This is an optimization exercise on Yosys and OpenROAD, whose aim is small area, a short achievable clock period and few clock cycles, not a production implementation.
In this exercise RTL edits were held to simulation tests only and were not proved equivalent to the original.
Power figures rest on the tool's default switching activity, not on a simulated workload.

==> flow/design.v (outline; a module is shown in full before it is edited, if it fits) <==
// module mcl2_core: 356 lines
// module mcl2_benc: 17 lines
// module mcl2_umac: 246 lines
// module mcl2_qmul: 246 lines
module mcl2_core (
    input  wire        clk,
    input  wire        rst,
    input  wire        cmd_valid,
    input  wire [7:0]  cmd,
    output wire        cmd_ready,
    output reg         done,
    input  wire [1:0]  ev,
    output wire [1:0]  ind,
    output wire        test_out,
    output wire        in_rd,
    output wire [4:0]  in_addr,
    input  wire [15:0] in_rdata,
    output reg         out_we,
    output reg  [4:0]  out_addr,
    output reg  [15:0] out_wdata
);
  // ...
==> flow/run.sh <==
#!/bin/bash
# synth_recipe.tcl (not shown) runs the flow's synth.tcl, then flattens the netlist and writes it again
# the make line also repeats each setting of config.mk as NAME=value (left out here)
make -C /OpenROAD-flow-scripts/flow DESIGN_CONFIG=/design/flow/config.mk WORK_HOME=/design/flow/orfs CLKGATE_MAP_FILE= SYNTH_SCRIPT=/design/flow/synth_recipe.tcl finish
==> flow/config.mk <==
export PLATFORM = sky130hd
export DESIGN_NAME = mcl2_core
export DESIGN_NICKNAME = mcl2_core
export VERILOG_FILES = /design/flow/design.v
export SDC_FILE = /design/flow/constraint.sdc
export NUM_CORES = 4
export LEC_CHECK = 0
export ABC_AREA = 1
export CAP_MARGIN = 20
export CORE_MARGIN = 2
export CORE_UTILIZATION = 60
export PLACE_DENSITY = 0.75
export SLEW_MARGIN = 20
==> flow/constraint.sdc <==
create_clock -name core_clock -period 18.0 [get_ports {clk}]
set_input_delay 3.6000 -clock core_clock [delete_from_list [all_inputs] [get_ports {clk}]]
set_output_delay 3.6000 -clock core_clock [all_outputs]
set_load 0.01 [all_outputs]
==> out/results.ini, run 1 <==
[synthesis]
synthMuxAreaShare_pct = 0.194
synthAdderAreaFrac_pct = 15.3
ys_seq_area_share_pct = 47.9
synth.most_common_cell = dfxtp_1

[outcome]
status = no timing/DRC/antenna violations

[route]
top_layer_used = met5
met1_length_um = 43200

[worst_setup_path]
cp_data_arrival_time_ns = 1.72
critPathCaptureType = output port
r2r-end = acc[30]
slowest_stage = clkdlybuf4s50_1
crit_path_cell_trace = clkdlybuf4s50_1
max_stage_delay_ns = 0.59

[finish]
largest_cell_class = flip-flops and latches
multi_input_cells = 2606
largest_register_ffs = 336
fin_cells = 5445
finalNetCount = 4852
buffer_area_share_pct = 1.61

[global_routing]
grt_use_total_pct = 28.2
grt_pass1_wl_um = 158000

[clock_network]
cts.sinks = 977
clkLatencyLatePin_ns = 0.66

[pwr]
maxPowerGroup = sequential cells
pwr-share-clk_pct = 43.2
intPower_uw = 3470
powerSeq_uw = 2320

[place]
place_area_mm2 = 0.0432

[timing]
tightestPinTransition_ns = 1.07
hold_ws_ns = 0.319

[floorplanning]
fp.dieW_um = 269

Testbench counts, summed over its fixed seeds: cycles 86,136.
==> run 2, diff against run 1 <==
--- a/flow/config.mk
+++ b/flow/config.mk
@@ -10,4 +10,5 @@
 export CORE_MARGIN = 2
 export CORE_UTILIZATION = 60
+export CTS_BUF_LIST = sky130_fd_sc_hd__clkbuf_8
 export PLACE_DENSITY = 0.75
 export SLEW_MARGIN = 20
==> out/results.ini, run 2 <==
[clock_network]
clkLatencyLatePin_ns = 0.83  ; was 0.66 ns
cts_root_buf = clkbuf_8  ; was clkbuf_16
cts_max_level = 4  ; was 3
cts_buffer_depth = 3  ; unchanged
path_clk_slew_ns = 0.07  ; was 0.06 ns
cts_tree = built  ; unchanged
ctsResizeCount = 0  ; unchanged
numCtsBuffers = 148  ; was 91
post_cts_buffers = 0  ; unchanged
ctsHoldBuffers = 0  ; unchanged
cts.sinks = 977  ; unchanged

[synthesis]
synth_edf_count = 58  ; unchanged
synth_top_family_by_area = adder cells  ; unchanged
synth_warnings = 1  ; unchanged
synth-compound-area-share_pct = 10.8  ; unchanged
synth_seq_cells = 977  ; unchanged
synthCells = 4414  ; unchanged
synthDominantCellAreaShare_pct = 43.8  ; unchanged
yosys.area_share.simple_pct = 11.2  ; unchanged
ys.flop_type = dfxtp_1  ; unchanged
synthMuxAreaShare_pct = 0.194  ; unchanged
synth.most_common_cell = dfxtp_1  ; unchanged
synth_common_cells = dfxtp_1 (919), inv_1 (646), nand2_1 (587)  ; unchanged
synth_xor_area_share_pct = 6.89  ; unchanged
syn_avg_cell_area_um2 = 9.52  ; unchanged
async_flop_share_pct = 0  ; unchanged
synth_area_mm2 = 0.0420  ; unchanged
synth_area_leaders = dfxtp_1 (44%), fa_1 (9.4%), xor2_1 (6.0%)  ; unchanged
yosys.cell_types.count = 64  ; unchanged
ys_seq_area_share_pct = 47.9  ; unchanged
synth_nets = 4837  ; unchanged
synthAdderAreaFrac_pct = 15.3  ; unchanged
synth.largest_area_cell = dfxtp_1  ; unchanged

[floorplanning]
core_mm2 = 0.0697  ; unchanged
die_y_um = 269  ; unchanged
initial_utilization_pct = 60.3  ; unchanged
die_area_mm2 = 0.0721  ; unchanged
io_pins = 62  ; unchanged
fp-row-count = 97  ; unchanged
fp.dieW_um = 269  ; unchanged

[global_routing]
antenna_found_initial = 4  ; was 2
gr-total-overflow = 0  ; unchanged
grt_pass1_vias = 29100  ; was 29000
grt_pass1_wl_um = 158000  ; about the same
grt_use_total_pct = 28.4  ; was 28.2%
grt_max_degree = 67  ; unchanged

[worst_setup_path]
max_stage_delay_ns = 0.68  ; was 0.59 ns
cp_num_buf_inv = 1  ; unchanged
cp_top_family = buffers and inverters  ; unchanged
crit_path_cell_trace = clkdlybuf4s50_1  ; unchanged
critPathMaxFanout = 3  ; was 1
rrSetupSlack_ns = 13.42  ; was 13.39 ns
cp_data_arrival_time_ns = 1.86  ; was 1.72 ns
critPathCaptureType = output port  ; unchanged
cp.required_ns = 14.40  ; about the same
slowest_stage = clkdlybuf4s50_1  ; unchanged
start_kind = register  ; unchanged
critical_path_class = reg2out  ; unchanged

[route]
post_drt_wl_per_cell_um = 18.4  ; was 18.7 um
drtIter0Drc = 2953  ; was 2911
dr.pass1.iters = 7  ; was 6
drc = 0  ; unchanged
totalWireLength_um = 102000  ; about the same
vias = 30200  ; was 29900
vias_per_cell = 5.45  ; was 5.50
ant_nets = 0  ; unchanged

[finish]
top_regs = dq x336, hq x304  ; unchanged
top_register = dq  ; unchanged
multi_input_comb_area_mm2 = 0.0187  ; unchanged
seq_area_mm2 = 0.0201  ; unchanged
drive_gt1_share_pct = 7.03  ; was 5.58%
final_cell_mix = dfxtp_1 (919), inv_1 (681), nand2_1 (587), xor2_1 (289), a21oi_1 (255)  ; was dfxtp_1 (919), inv_1 (645), nand2_1 (587), xor2_1 (289), a21oi_1 (255)
syn2layout_area_growth_pct = 10.7  ; was 10.4%
finalNetCount = 4909  ; was 4852
fin_cells = 5538  ; was 5445
num-fill-cells = 5654  ; was 5585
largest_register_ffs = 336  ; unchanged
layout_commonest_cell = dfxtp_1  ; unchanged
design_area_mm2 = 0.0465  ; was 0.0464 mm^2

[timing]
worst_clock_skew_ns = 0.0629  ; was 0.0380 ns
setup_viol = 0  ; unchanged
setup_tns_ns = 0  ; unchanged
fmax_ghz = 0.183  ; was 0.188 GHz
layout_setup_ws_ns = 12.54  ; was 12.68 ns
rsz0062_at_grt = no  ; unchanged
fin_crit_ns = 5.46  ; was 5.32 ns
slew_headroom_pct = 27.5  ; about the same
tightestPinTransition_ns = 1.07  ; about the same
timing.final.crit_share_pct = 30.3  ; was 29.6%
hold_violations = 0  ; unchanged
hold_ws_ns = 0.298  ; was 0.319 ns
final_max_slew_viol_count = 0  ; unchanged

[pwr]
power_density_mw_per_mm2 = 97.1  ; was 97.4 mW/mm^2
ir_worst_vdd_mv = 0.0732  ; was 0.0961 mV
p_leak_uw = 0.0210  ; was 0.0207 uW

[place]
place_area_mm2 = 0.0432  ; unchanged
port_buffers = 61  ; unchanged
post-place-ws_ns = 12.29  ; unchanged
dp.cells = 5276  ; unchanged
dp_hpwl_um = 73700  ; unchanged
gp_congestion = 0.956  ; unchanged

[worst_hold_path]
hp-class = reg2reg  ; unchanged

[job]
cap_violations = 0  ; unchanged

[outcome]
status = no timing/DRC/antenna violations  ; unchanged

run 2: cell counts after synthesis:
No cell type changed its count.
run 2: worst paths after layout:
check           from       to  cells after the start
min          dq[332]  dq[316]                      0
min reg2reg  dq[332]  dq[316]                      0
max reg2reg      m3r  acc[19]                     21
max             rd_r    in_rd                      1
run 2: report_power, final:
group	internal [uW]	switching, uW	total (uW)	leakage (uW)
Clock	1080	878	1950	0.00181
Sequential	2280	31.3	2320	0.00800
Combinational	81.6	166	247	0.0112
run 2: layout make-up:
type / instances / area share, %
clock inverters: 84 / 1.77
repair buffers: 80 / 1.61
multi-input cells: 2606 / 40.1
diodes: 1 / 0.00538
flip-flops and latches: 977 / 43.3
clock buffers: 177 / 5.24
well taps: 940 / 2.53
inverters: 673 / 5.44
run 2: logic make-up (layout without fill, tap and decap cells):
group / count (synthesis) / count (layout)
and+or+nand+nor: 1093 / 1093
DFF: 977 / 977
buffers and inverters: 831 / 1014
AOI/OAI and AO/OA: 788 / 788
adders and majority gates: 394 / 394
xor gates and xnor gates: 323 / 323
muxes: 8 / 8
other: 0 / 1
run 2: per-layer routing:
layer / part of all wire [%] / track usage [%] / vias to the layer above
li1: - / - / 14400
met1: 42 / 37.5 / 14100
met2: 45 / 45.5 / 1364
met3: 8.6 / 6.79 / 264
met4: 3.6 / 11.0 / 4
met5: 0.028 / 0 / -
run 2: worst register-to-register path, delay by kind of cell, from the launching register on:
family / cells / cell delay (ns)
DFF: 1 / 0.30
adders and majority gates: 3 / 1.04
AOI/OAI and AO/OA: 4 / 0.58
buffers and inverters: 5 / 1.10
and+or+nand+nor: 9 / 1.25
run 2: per-stage QoR:
stage	util (%)	power [uW]
after floorplan	-	2530
after global placement	62.1	2600
after detailed placement	62.1	2600
after CTS	66.8	4550
after global routing	66.8	4690
final	66.8	4520
==> module mcl2_core, before the edit <==
module mcl2_core (
    input  wire        clk,
    input  wire        rst,
    input  wire        cmd_valid,
    input  wire [7:0]  cmd,
    output wire        cmd_ready,
    output reg         done,
    input  wire [1:0]  ev,
    output wire [1:0]  ind,
    output wire        test_out,
    output wire        in_rd,
    output wire [4:0]  in_addr,
    input  wire [15:0] in_rdata,
    output reg         out_we,
    output reg  [4:0]  out_addr,
    output reg  [15:0] out_wdata
);
    localparam [15:0] PHASE_INC = 16'd1365;
    localparam [7:0]  BITS      = 8'h59;      
    localparam [7:0]  CMD_INIT = 8'h01, CMD_PROCESS = 8'h02, CMD_TICK = 8'h03;
    localparam [16*64-1:0] SINE_TAB = {
        16'hF374, 16'hE707, 16'hDAD8, 16'hCF05, 16'hC3AA, 16'hB8E4, 16'hAECD, 16'hA57E,
        16'h9D0F, 16'h9593, 16'h8F1E, 16'h89BF, 16'h8584, 16'h8277, 16'h809F, 16'h8001,
        16'h809F, 16'h8277, 16'h8584, 16'h89BF, 16'h8F1E, 16'h9593, 16'h9D0F, 16'hA57E,
        16'hAECD, 16'hB8E4, 16'hC3AA, 16'hCF05, 16'hDAD8, 16'hE707, 16'hF374, 16'h0000,
        16'h0C8C, 16'h18F9, 16'h2528, 16'h30FB, 16'h3C56, 16'h471C, 16'h5133, 16'h5A82,
        16'h62F1, 16'h6A6D, 16'h70E2, 16'h7641, 16'h7A7C, 16'h7D89, 16'h7F61, 16'h7FFF,
        16'h7F61, 16'h7D89, 16'h7A7C, 16'h7641, 16'h70E2, 16'h6A6D, 16'h62F1, 16'h5A82,
        16'h5133, 16'h471C, 16'h3C56, 16'h30FB, 16'h2528, 16'h18F9, 16'h0C8C, 16'h0000
    };
    localparam [16*16-1:0] SHAPE_A_TAB = {
        16'h8001, 16'h8277, 16'h89BF, 16'h9593, 16'hA57E, 16'hB8E4, 16'hCF05, 16'hE707,
        16'h0000, 16'h18F9, 16'h30FB, 16'h471C, 16'h5A82, 16'h6A6D, 16'h7641, 16'h7D89
    };
    localparam [16*16-1:0] SHAPE_B_TAB = {
        16'h7FFF, 16'h7D89, 16'h7641, 16'h6A6D, 16'h5A82, 16'h471C, 16'h30FB, 16'h18F9,
        16'h0000, 16'hE707, 16'hCF05, 16'hB8E4, 16'hA57E, 16'h9593, 16'h89BF, 16'h8277
    };
    localparam [1:0] S_IDLE = 2'd0, S_SAMPLE = 2'd1, S_CLEAR = 2'd3;
    reg [1:0]  mode;
    reg [1:0]  ind_r;
    reg        inc_pend, dec_pend;
    reg        sign, test_out_r;
    reg        ineg;                 
    reg [2:0]  bitcur;
    reg [15:0] phase;
    reg [16*19-1:0] hq;              
    reg [16*21-1:0] dq;              
    reg [16:0] ua_r, ub_r;           
    reg        uc_r;
    reg [15:0] hl_r;                 
    reg        rdy;                  
    reg        proc_r;               
    reg        pv;                   
    reg [1:0]  pm;                   
    reg        prun;                 
    reg        m3r;                  
    reg [5:0]  cnt;
    reg        v1;                   
    reg [4:0]  a1;
    reg        tr, sel;
    reg        blk;                  
    reg [3:0]  ti;                   
    reg [4:0]  rel;                  
    reg [1:0]  stype;
    reg        clr_req, clr_all;
    reg [6:0]  m_one, m_two, m_neg;  
    reg [15:0] hn_r;                 
    reg [15:0] xb_r;                 
    reg [32:0] qa_r, qb_r;           
    reg [31:0] acc;
    reg        p1_act, p2_act, p3_act;
    reg        p1_first, p2_first, p3_first;
    reg        p1_last, p2_last;
    reg        rdv, tail_go, tail_2;
    reg [15:0] dreg;                 
    reg [16:0] dreg4;                
    reg        tick_r;               
    reg        init_r, oth_r;        
    reg [1:0]  pend_r, ev_r;         
    reg        rd_r;
    reg [4:0]  ra_r;
    assign cmd_ready = rdy;
    assign ind       = ind_r;
    assign test_out  = test_out_r;
    assign in_rd     = rd_r;
    assign in_addr   = ra_r;
    wire accept = cmd_valid & rdy;
    wire [15:0] h_head = hq[15:0];
    wire [15:0] x_head = dq[15:0];
    wire [16:0] ua_n, ub_n;
    wire        uc_n;
    mcl2_umac u_upd (.one(m_one), .two(m_two), .neg(m_neg), .x(x_head), .h(h_head),
                     .sa(ua_n), .sb(ub_n), .c15(uc_n));
    wire [16:0] u_v   = ua_r + ub_r + {16'd0, uc_r};
    wire [15:0] h_upd = (u_v[16] != u_v[15]) ? (u_v[16] ? 16'h8000 : 16'h7FFF) : u_v[15:0];
    wire [32:0] qa_n, qb_n;
    mcl2_qmul u_mul (.a(hn_r), .b(xb_r), .qa(qa_n), .qb(qb_n));
    wire [31:0] acc_in = m3r ? 32'h00008000 : p3_first ? 32'd0 : acc;
    wire [32:0] acc_x  = {acc_in[31], acc_in};
    wire [32:0] acc_3s = acc_x ^ qa_r ^ qb_r;
    wire [32:0] acc_3c = (acc_x & qa_r) | (acc_x & qb_r) | (qa_r & qb_r);
    wire [32:0] acc_s  = acc_3s + {acc_3c[31:0], 1'b0};
    wire [31:0] acc_n  = (acc_s[32] != acc_s[31]) ? (acc_s[32] ? 32'h80000000 : 32'h7FFFFFFF) : acc_s[31:0];
    wire        nsp   = (acc[31:15] == 17'h0FFFF);
    wire        cin   = ~acc[15] | nsp;
    wire [16:0] ny    = {~acc[31], ~acc[31:16]};
    wire [16:0] e_d   = {dreg[15], dreg} + ny + {16'd0, cin};
    wire [17:0] e_d4  = {dreg4[16], dreg4} + {ny[16], ny} + {17'd0, cin};
    wire        e_sat = (e_d[16] != e_d[15]);
    wire [15:0] e_s   = e_sat ? (e_d[16] ? 16'h8000 : 16'h7FFF) : e_d[15:0];
    wire [15:0] emu_n = e_sat ? (e_d[16] ? 16'hF000 : 16'h1000) : {e_d4[17], e_d4[17:3]};
    wire [7:0]  mo_n, mt_n, mn_n;
    mcl2_benc u_enc (.v(emu_n), .one(mo_n), .two(mt_n), .neg(mn_n));
    wire [15:0] phase_n = phase + PHASE_INC;
    wire [5:0]  sidx    = phase_n[15:10] + ((pm == 2'd3) ? 6'd16 : 6'd0);
    wire [15:0] rom     = SINE_TAB[16*sidx +: 16];
    wire [3:0]  n3      = cnt[4:1];
    wire [15:0] coef_n  = tr ? (sel ? SHAPE_B_TAB[16*n3 +: 16] : SHAPE_A_TAB[16*n3 +: 16])
                             : (ineg ? 16'h8001 : 16'h7FFF);
    wire upd_now  = (stype == S_SAMPLE) && (rel <= 5'd15);
    wire push     = (stype == S_SAMPLE) && (rel == 5'd15);
    wire [4:0] rel_n = push ? 5'd17 : (rel == 5'd20) ? 5'd0 : rel + 5'd1;
    wire eng_idle = (stype != S_SAMPLE);    
    wire [15:0] h_in  = (stype == S_CLEAR) ? 16'd0 : (stype == S_SAMPLE) ? h_upd : hl_r;
    wire [15:0] dl_in = ((stype == S_CLEAR) && (clr_all || (rel <= 5'd15))) ? 16'd0 :
                        push ? dreg : x_head;
    wire [1:0] mode_inc  = pend_r[0] ? mode + 2'd1 : mode;
    wire [1:0] mode_tick = pend_r[1] ? mode_inc - 2'd1 : mode_inc;
    always @(posedge clk) begin
        hq   <= {h_in, hq[16*19-1:16]};
        ua_r <= ua_n;
        ub_r <= ub_n;
        uc_r <= uc_n;
        hl_r <= h_upd;
        dq   <= {dl_in, dq[16*21-1:16]};
        hn_r <= m3r ? coef_n : h_upd;
        xb_r <= m3r ? rom : dq[16*19 +: 16];
        qa_r <= qa_n;
        qb_r <= qb_n;
        dreg  <= in_rdata;
        dreg4 <= {dreg[15], dreg} + 17'd4;
        pend_r <= {dec_pend, inc_pend};
        ev_r   <= ev;
    end
    always @(posedge clk) begin
        if (rst) begin
            done       <= 1'b0;
            out_we     <= 1'b0;
            mode       <= 2'd0;
            ind_r      <= 2'd0;
            inc_pend   <= 1'b0;
            dec_pend   <= 1'b0;
            sign       <= 1'b0;
            test_out_r <= 1'b0;
            ineg       <= 1'b0;
            bitcur     <= 3'd0;
            phase      <= 16'd0;
            rdy        <= 1'b1;
            proc_r     <= 1'b0;
            tick_r     <= 1'b0;
            init_r     <= 1'b0;
            oth_r      <= 1'b0;
            pv         <= 1'b0;
            pm         <= 2'd0;
            prun       <= 1'b0;
            m3r        <= 1'b0;
            cnt        <= 6'd0;
            v1         <= 1'b0;
            tr         <= 1'b0;
            sel        <= 1'b0;
            blk        <= 1'b0;
            ti         <= 4'd0;
            rel        <= 5'd0;
            stype      <= S_IDLE;       
            clr_req    <= 1'b1;         
            clr_all    <= 1'b1;
            m_one      <= 7'd0;
            m_two      <= 7'd0;
            m_neg      <= 7'd0;
            p1_act     <= 1'b0;
            p2_act     <= 1'b0;
            p3_act     <= 1'b0;
            p1_first   <= 1'b0;
            p2_first   <= 1'b0;
            p3_first   <= 1'b0;
            p1_last    <= 1'b0;
            p2_last    <= 1'b0;
            rdv        <= 1'b0;
            tail_go    <= 1'b0;
            tail_2     <= 1'b0;
            rd_r       <= 1'b0;
            ra_r       <= 5'd0;
        end else begin
            done   <= 1'b0;
            out_we <= 1'b0;
            proc_r <= 1'b0;
            tick_r <= 1'b0;
            init_r <= 1'b0;
            oth_r  <= 1'b0;
            if (ev[0]) inc_pend <= 1'b1;
            if (ev[1]) dec_pend <= 1'b1;
            if (accept) begin
                rdy    <= 1'b0;
                init_r <= (cmd == CMD_INIT);
                tick_r <= (cmd == CMD_TICK);
                proc_r <= (cmd == CMD_PROCESS);
                oth_r  <= (cmd != CMD_INIT) && (cmd != CMD_TICK) && (cmd != CMD_PROCESS);
            end
            if (init_r) begin
                clr_req <= 1'b1;
                done    <= 1'b1;
                rdy     <= 1'b1;
            end
            if (oth_r) begin              
                done    <= 1'b1;
                rdy     <= 1'b1;
            end
            if (tick_r) begin
                inc_pend <= ev_r[0] | ev[0];
                dec_pend <= ev_r[1] | ev[1];
                mode     <= mode_tick;
                if (pend_r[0] || pend_r[1])
                    ind_r <= mode_tick;
                done     <= 1'b1;
                rdy      <= 1'b1;
            end
            if (proc_r) begin
                if (mode == 2'd1) begin
                    blk <= 1'b1;
                    ti  <= 4'd0;
                end else begin
                    pv   <= 1'b1;
                    pm   <= mode;
                    prun <= (mode == 2'd2) || eng_idle;
                    m3r  <= (mode == 2'd3) && eng_idle;
                    cnt  <= 6'd0;
                end
                if (mode == 2'd3) begin
                    test_out_r <= BITS[bitcur];
                    bitcur     <= bitcur + 3'd1;
                    tr         <= ~BITS[bitcur];
                    sel        <= sign;
                    if (!BITS[bitcur])
                        sign <= ~sign;
                end
            end
            v1 <= rd_r && pv && (pm == 2'd0);
            a1 <= ra_r;
            if (pv && !prun) begin
                if (pm == 2'd2 || eng_idle) begin
                    prun <= 1'b1;
                    if (pm == 2'd3) m3r <= 1'b1;
                end
            end
            if (pv && prun) begin
                case (pm)
                2'd0: begin
                    if (!cnt[5]) cnt <= cnt + 6'd1;
                    if (v1) begin
                        out_we    <= 1'b1;
                        out_addr  <= a1;
                        out_wdata <= in_rdata;
                        if (a1 == 5'd31) begin
                            done <= 1'b1;
                            rdy  <= 1'b1;
                            pv   <= 1'b0;
                        end
                    end
                end
                2'd2: begin
                    cnt      <= cnt + 6'd1;
                    out_we   <= 1'b1;
                    out_addr <= cnt[4:0];
                    if (!cnt[0]) begin
                        phase     <= phase_n;
                        out_wdata <= rom;
                    end
                    if (cnt[4:0] == 5'd31) begin
                        done <= 1'b1;
                        rdy  <= 1'b1;
                        pv   <= 1'b0;
                    end
                end
                default: begin
                    cnt <= cnt + 6'd1;
                    if (!cnt[0] && !cnt[5])
                        phase <= phase_n;
                    if (cnt >= 6'd2) begin
                        out_we   <= 1'b1;
                        out_addr <= {cnt[4:1] - 4'd1, cnt[0]};
                        if (!cnt[0]) out_wdata <= acc_s[31:16];
                    end
                    if (cnt == 6'd33) begin
                        done <= 1'b1;
                        rdy  <= 1'b1;
                        pv   <= 1'b0;
                        m3r  <= 1'b0;
                        if (tr) ineg <= ~sel;
                    end
                end
                endcase
            end
            rd_r <= (pv && prun && (pm == 2'd0) && !cnt[5]) || (blk && (rel_n == 5'd17));
            ra_r <= blk ? {ti, 1'b0} : cnt[4:0];
            rel  <= rel_n;
            p1_act   <= upd_now;
            p1_first <= (stype == S_SAMPLE) && (rel == 5'd0);
            p1_last  <= push;
            p2_act   <= p1_act;
            p2_first <= p1_first;
            p2_last  <= p1_last;
            p3_act   <= p2_act;
            p3_first <= p2_first;
            if (p3_act) acc <= acc_n;
            if (push) begin
                m_one <= 7'd0;
                m_two <= 7'd0;
                m_neg <= 7'd0;
            end
            if (rel == 5'd17) rdv <= rd_r && blk;
            if (rel == 5'd19) tail_go <= rdv && blk && !clr_req;
            tail_2 <= (rel == 5'd20) && tail_go;
            if (rel == 5'd20 && tail_go) begin
                out_wdata <= e_s;
                m_one     <= mo_n[6:0];
                m_two     <= mt_n[6:0];
                m_neg     <= mn_n[6:0];
                out_we    <= 1'b1;
                out_addr  <= {ti, 1'b0};
            end
            if (tail_2) begin
                out_we   <= 1'b1;
                out_addr <= {ti, 1'b1};
                ti       <= ti + 4'd1;
                if (ti == 4'd15) begin
                    done <= 1'b1;
                    rdy  <= 1'b1;
                    blk  <= 1'b0;
                end
            end
            if (rel == 5'd20) begin
                if (stype == S_CLEAR) clr_all <= 1'b0;
                if (tail_go) begin
                    stype <= S_SAMPLE;
                end else if (clr_req) begin
                    stype   <= S_CLEAR;
                    clr_req <= 1'b0;
                    acc     <= 32'd0;
                end else begin
                    stype <= S_IDLE;
                end
            end
        end
    end
endmodule
==> run 3, diff against run 2 <==
--- a/flow/design.v
+++ b/flow/design.v
@@ -45,6 +45,7 @@
     reg [2:0]  bitcur;
     reg [15:0] phase;
-    reg [16*19-1:0] hq;              
-    reg [16*21-1:0] dq;              
+    reg [16*18-1:0] hq;              
+    reg [16*20-1:0] dq;              
+    reg [15:0] dh;                   
     reg [16:0] ua_r, ub_r;           
     reg        uc_r;
@@ -66,10 +67,9 @@
     reg        clr_req, clr_all;
     reg [6:0]  m_one, m_two, m_neg;  
-    reg [15:0] hn_r;                 
     reg [15:0] xb_r;                 
     reg [32:0] qa_r, qb_r;           
     reg [31:0] acc;
-    reg        p1_act, p2_act, p3_act;
-    reg        p1_first, p2_first, p3_first;
+    reg        p1_act, p2_act;
+    reg        p1_first, p2_first;
     reg        p1_last, p2_last;
     reg        rdv, tail_go, tail_2;
@@ -96,6 +96,7 @@
     wire [15:0] h_upd = (u_v[16] != u_v[15]) ? (u_v[16] ? 16'h8000 : 16'h7FFF) : u_v[15:0];
     wire [32:0] qa_n, qb_n;
-    mcl2_qmul u_mul (.a(hn_r), .b(xb_r), .qa(qa_n), .qb(qb_n));
-    wire [31:0] acc_in = m3r ? 32'h00008000 : p3_first ? 32'd0 : acc;
+    wire [15:0] mul_a  = m3r ? coef_n : h_upd;
+    mcl2_qmul u_mul (.a(mul_a), .b(xb_r), .qa(qa_n), .qb(qb_n));
+    wire [31:0] acc_in = m3r ? 32'h00008000 : p2_first ? 32'd0 : acc;
     wire [32:0] acc_x  = {acc_in[31], acc_in};
     wire [32:0] acc_3s = acc_x ^ qa_r ^ qb_r;
@@ -121,19 +122,21 @@
     wire upd_now  = (stype == S_SAMPLE) && (rel <= 5'd15);
     wire push     = (stype == S_SAMPLE) && (rel == 5'd15);
-    wire [4:0] rel_n = push ? 5'd17 : (rel == 5'd20) ? 5'd0 : rel + 5'd1;
+    wire [4:0] rel_n = push ? 5'd17 : (rel == 5'd19) ? 5'd0 : rel + 5'd1;
+    wire rd_now = (stype == S_SAMPLE) ? (rel == 5'd15) : (rel == 5'd16);    
     wire eng_idle = (stype != S_SAMPLE);    
     wire [15:0] h_in  = (stype == S_CLEAR) ? 16'd0 : (stype == S_SAMPLE) ? h_upd : hl_r;
     wire [15:0] dl_in = ((stype == S_CLEAR) && (clr_all || (rel <= 5'd15))) ? 16'd0 :
-                        push ? dreg : x_head;
+                        push ? dh : x_head;
     wire [1:0] mode_inc  = pend_r[0] ? mode + 2'd1 : mode;
     wire [1:0] mode_tick = pend_r[1] ? mode_inc - 2'd1 : mode_inc;
     always @(posedge clk) begin
-        hq   <= {h_in, hq[16*19-1:16]};
+        hq   <= {h_in, hq[16*18-1:16]};
         ua_r <= ua_n;
         ub_r <= ub_n;
         uc_r <= uc_n;
         hl_r <= h_upd;
-        dq   <= {dl_in, dq[16*21-1:16]};
-        hn_r <= m3r ? coef_n : h_upd;
+        dq   <= {dl_in, dq[16*20-1:16]};
+        if ((stype == S_CLEAR) && clr_all) dh <= 16'd0;
+        else if (push)                     dh <= dreg;
         xb_r <= m3r ? rom : dq[16*19 +: 16];
         qa_r <= qa_n;
@@ -181,8 +184,6 @@
             p1_act     <= 1'b0;
             p2_act     <= 1'b0;
-            p3_act     <= 1'b0;
             p1_first   <= 1'b0;
             p2_first   <= 1'b0;
-            p3_first   <= 1'b0;
             p1_last    <= 1'b0;
             p2_last    <= 1'b0;
@@ -302,5 +303,6 @@
                 endcase
             end
-            rd_r <= (pv && prun && (pm == 2'd0) && !cnt[5]) || (blk && (rel_n == 5'd17));
+            rd_r <= (pv && prun && (pm == 2'd0) && !cnt[5]) ||
+                    (blk && ((stype == S_SAMPLE) ? (rel_n == 5'd15) : (rel_n == 5'd16)));
             ra_r <= blk ? {ti, 1'b0} : cnt[4:0];
             rel  <= rel_n;
@@ -311,7 +313,5 @@
             p2_first <= p1_first;
             p2_last  <= p1_last;
-            p3_act   <= p2_act;
-            p3_first <= p2_first;
-            if (p3_act) acc <= acc_n;
+            if (p2_act) acc <= acc_n;
             if (push) begin
                 m_one <= 7'd0;
@@ -319,8 +319,8 @@
                 m_neg <= 7'd0;
             end
-            if (rel == 5'd17) rdv <= rd_r && blk;
-            if (rel == 5'd19) tail_go <= rdv && blk && !clr_req;
-            tail_2 <= (rel == 5'd20) && tail_go;
-            if (rel == 5'd20 && tail_go) begin
+            if (rd_now) rdv <= rd_r && blk;
+            if (rel == 5'd18) tail_go <= rdv && blk && !clr_req;
+            tail_2 <= (rel == 5'd19) && tail_go;
+            if (rel == 5'd19 && tail_go) begin
                 out_wdata <= e_s;
                 m_one     <= mo_n[6:0];
@@ -340,5 +340,5 @@
                 end
             end
-            if (rel == 5'd20) begin
+            if (rel == 5'd19) begin
                 if (stype == S_CLEAR) clr_all <= 1'b0;
                 if (tail_go) begin
--- a/flow/config.mk
+++ b/flow/config.mk
@@ -10,5 +10,4 @@
 export CORE_MARGIN = 2
 export CORE_UTILIZATION = 60
-export CTS_BUF_LIST = sky130_fd_sc_hd__clkbuf_8
 export PLACE_DENSITY = 0.75
 export SLEW_MARGIN = 20
==> out/results.ini, run 3 <==
[finish]
layout_commonest_cell = dfxtp_1  ; unchanged
num-fill-cells = 5596  ; was 5654
largest_register_ffs = 320  ; was 336
top_register = dq  ; unchanged
top_regs = dq x320, hq x288  ; was dq x336, hq x304
drive_gt1_share_pct = 6.92  ; was 7.03%
syn2layout_area_growth_pct = 10.5  ; was 10.7%
final_cell_mix = dfxtp_1 (885), nand2_1 (652), inv_1 (651), xor2_1 (295), a21oi_1 (256)  ; was dfxtp_1 (919), inv_1 (681), nand2_1 (587), xor2_1 (289), a21oi_1 (255)
multi_input_comb_area_mm2 = 0.0195  ; was 0.0187 mm^2
finalNetCount = 4966  ; was 4909
seq_area_mm2 = 0.0195  ; was 0.0201 mm^2

[place]
port_buffers = 61  ; unchanged
gp_congestion = 0.961  ; was 0.956
dp_hpwl_um = 81800  ; was 73700 um
post-place-ws_ns = 12.38  ; was 12.29 ns

[pwr]
p_leak_uw = 0.0210  ; about the same
combPwrFrac_pct = 5.6  ; was 5.5%
power_density_mw_per_mm2 = 96.2  ; was 97.1 mW/mm^2
pwr-share-clk_pct = 43.7  ; was 43.3%
p_sw_share_pct = 24.1  ; was 23.8%
intPower_uw = 3410  ; was 3440 uW
ir_worst_vdd_mv = 0.0871  ; was 0.0732 mV
switchingPower_uw = 1080  ; about the same
sequentialPowerShare_pct = 50.7  ; was 51.3%

[synthesis]
synthCells = 4519  ; was 4414
synth_seq_cells = 943  ; was 977
synthDominantCellAreaShare_pct = 41.9  ; was 43.8%
ys_seq_area_share_pct = 46.0  ; was 47.9%
synth.most_common_cell = dfxtp_1  ; unchanged
ys.flop_type = dfxtp_1  ; unchanged
synth_area_leaders = dfxtp_1 (42%), fa_1 (9.3%), xor2_1 (6.1%)  ; was dfxtp_1 (44%), fa_1 (9.4%), xor2_1 (6.0%)
synth_common_cells = dfxtp_1 (885), inv_1 (652), nand2_1 (652)  ; was dfxtp_1 (919), inv_1 (646), nand2_1 (587)
yosys.cell_types.count = 65  ; was 64
yosys.area_share.simple_pct = 12.4  ; was 11.2%
synth_warnings = 1  ; unchanged
synthAdderAreaFrac_pct = 15.4  ; was 15.3%
synth-compound-area-share_pct = 11.7  ; was 10.8%
synth.largest_area_cell = dfxtp_1  ; unchanged
synth_top_family_by_area = adder cells  ; unchanged
synth_edf_count = 58  ; unchanged
synth_xor_area_share_pct = 6.58  ; was 6.89%
synth_nets = 4949  ; was 4837
synthMuxAreaShare_pct = 0.0237  ; was 0.194%
async_flop_share_pct = 0  ; unchanged
syn_avg_cell_area_um2 = 9.35  ; was 9.52 um^2
synth_area_mm2 = 0.0423  ; was 0.0420 mm^2

[floorplanning]
die_area_mm2 = 0.0726  ; was 0.0721 mm^2
fp-row-count = 97  ; unchanged
core_mm2 = 0.0699  ; was 0.0697 mm^2
initial_utilization_pct = 60.4  ; was 60.3%
die_y_um = 269  ; about the same
fp.dieW_um = 269  ; about the same
io_pins = 62  ; unchanged

[timing]
tightestPinTransition_ns = 1.10  ; was 1.07 ns
layout_setup_ws_ns = 12.36  ; was 12.54 ns
hold_violations = 0  ; unchanged
setup_viol = 0  ; unchanged
worst_clock_skew_ns = 0.0520  ; was 0.0629 ns
fin_crit_ns = 5.64  ; was 5.46 ns
fmax_ghz = 0.177  ; was 0.183 GHz
slew_headroom_pct = 26.4  ; was 27.5%
rsz0062_at_grt = no  ; unchanged
final_max_slew_viol_count = 0  ; unchanged
setup_tns_ns = 0  ; unchanged
timing.final.crit_share_pct = 31.3  ; was 30.3%

[clock_network]
post_cts_buffers = 0  ; unchanged
ctsHoldBuffers = 0  ; unchanged
clkLatencyLatePin_ns = 0.68  ; was 0.83 ns
cts_max_level = 3  ; was 4
cts_tree = built  ; unchanged
cts_buffer_depth = 3  ; unchanged
path_clk_slew_ns = 0.07  ; about the same
cts_root_buf = clkbuf_16  ; was clkbuf_8
cts.sinks = 943  ; was 977
numCtsBuffers = 89  ; was 148
ctsResizeCount = 0  ; unchanged

[route]
drtIter0Drc = 2925  ; was 2953
post_drt_wl_per_cell_um = 20.5  ; was 18.4 um
drc = 0  ; unchanged
totalWireLength_um = 114000  ; was 102000 um
dr.pass1.iters = 9  ; was 7
ant_nets = 0  ; unchanged
vias = 31100  ; was 30200
vias_per_cell = 5.60  ; was 5.45

[worst_setup_path]
critPathCaptureType = register  ; was output port
cp.required_ns = 18.52  ; was 14.40 ns
start_kind = register  ; unchanged
critPathMaxFanout = 26  ; was 3
critical_path_class = reg2reg  ; was reg2out
cp_data_arrival_time_ns = 6.16  ; was 1.86 ns

[global_routing]
gr-total-overflow = 0  ; unchanged
grt_use_total_pct = 31.2  ; was 28.4%
grt_pass1_vias = 30400  ; was 29100
grt_max_degree = 74  ; was 67
antenna_found_initial = 3  ; was 4
grt_pass1_wl_um = 176000  ; was 158000 um

[worst_hold_path]
hp-class = reg2reg  ; unchanged

[outcome]
status = no timing/DRC/antenna violations  ; unchanged

[job]
cap_violations = 0  ; unchanged

==> run 3: cell types whose count changed after synthesis, moves of 17 or more <==
cell and change:
nand3_1 -25, nand2_1 +65, nand2_2 +20, buf_2 +24, nand3_2 +17, dfxtp_1 -34, o21ai_0 +26, o22ai_2 +24
==> run 3: through the flow <==
step	util [%]	hold slack [ns]	std cells	power, uW	instance area [um^2]
6_report	66.8	0.295	5552	4490	46700
5_1_grt	66.8	0.305	5550	4630	46700
4_1_cts	66.8	0.299	5550	4520	46700
3_5_place_dp	62.3	0.312	5385	2570	43500
3_3_place_gp	62.3	0.310	5385	2560	43500
2_1_floorplan	-	0.310	4519	2480	42300
==> run 3: cell families after synthesis <==
logic type	Yosys count
AND/OR/NAND/NOR	1183
flip-flops	943
buffers and inverters	847
AO/OA/AOI/OAI	829
adder cells (fa/ha/maj)	401
XOR/XNOR	315
multiplexers	1
==> run 3: power by group through the flow <==
stage	sequential [uW]	combinational, uW	clock [uW]
floorplan	2300	181	0
finish	2280	254	1960
global route	2290	279	2070
global placement	2320	244	0
detailed placement	2320	247	0
CTS	2280	249	1990
==> run 3: metal layers <==
metal  up-vias  GRT usage [%]  share of wire, %
li1      14700              -                 -
met1     14800           41.5                41
met2      1323           49.3                45
met3       297           5.65               8.3
met4         2           15.2               5.4
met5         -              0             0.011
==> run 3: worst paths after layout <==
kind | start | endpoint | slack (ns) | cells past startpoint
worst max register to register | cnt[3] | qb_r[17] | 12.36 | 15
worst min-delay path | hq[203] | hq[187] | 0.29 | 0
worst max-delay path | cnt[3] | qb_r[17] | 12.36 | 15
worst min register to register | hq[203] | hq[187] | 0.29 | 0
==> run 3: critical path, stage by stage (launching register included) <==
cell,delay (ns)
dfxtp_1,0.84
clkinv_1,0.65
a21oi_1,0.32
a211oi_1,0.10
o21ai_0,0.39
nand2_2,0.34
nand3_1,0.18
nor2_1,0.07
nand3_2,0.31
o21ai_0,0.25
fa_1,0.58
inv_1,0.06
fa_1,0.44
fa_1,0.51
inv_1,0.05
fa_1,0.42
==> run 3: layout make-up <==
cell class                      count  area share [%]
Sequential cell                   943            41.7
Clock buffer                      114            5.23
Inverter                          681            5.48
Timing Repair Buffer               92            1.80
Antenna cell                        2          0.0107
Tap cell                          940            2.52
Clock inverter                     51            1.48
Multi-Input combinational cell   2729            41.8
Testbench counts of run 3, summed over its fixed seeds: cycles 82,000.

-- separate check: timing with driven ports --
How much do the figures lean on ideal ports? The routed layouts below were timed once more, with nothing changed but the port constraints. Step 1 sets driving cells, clkbuf_16 on the clock port and buf_2 on the other inputs (assumed; they add their load-dependent delay and slew). Step 2, shift: input delay + t, output delay - t, t = (earliest + latest rising clock arrival at the registers) / 2. This alone moves slack from input paths to output paths. a / b / c = ideal / step 1 / step 2; a / b = the first two.
| run | t (ns) | slack for setup (ns) | worst setup path at the end | latest minus earliest clock arrival (ns) | pins driven straight from the clock port |
|---|---|---|---|---|---|
| run 1 | 0.707 | 12.680 / 12.613 / 12.260 | input to register | 0.039 / 0.040 | 1 |
| run 2 | 0.863 | 12.541 / 12.480 / 12.266 | input to register | 0.063 / 0.063 | 1 |
| run 3 | 0.723 | 12.364 / 12.364 / 12.334 | input to register | 0.054 / 0.054 | 1 |
After both steps setup and hold are still met in every run listed. The setup slack of run 1, which loses most, moves by -0.067 ns with the drivers and by -0.420 ns with both steps.
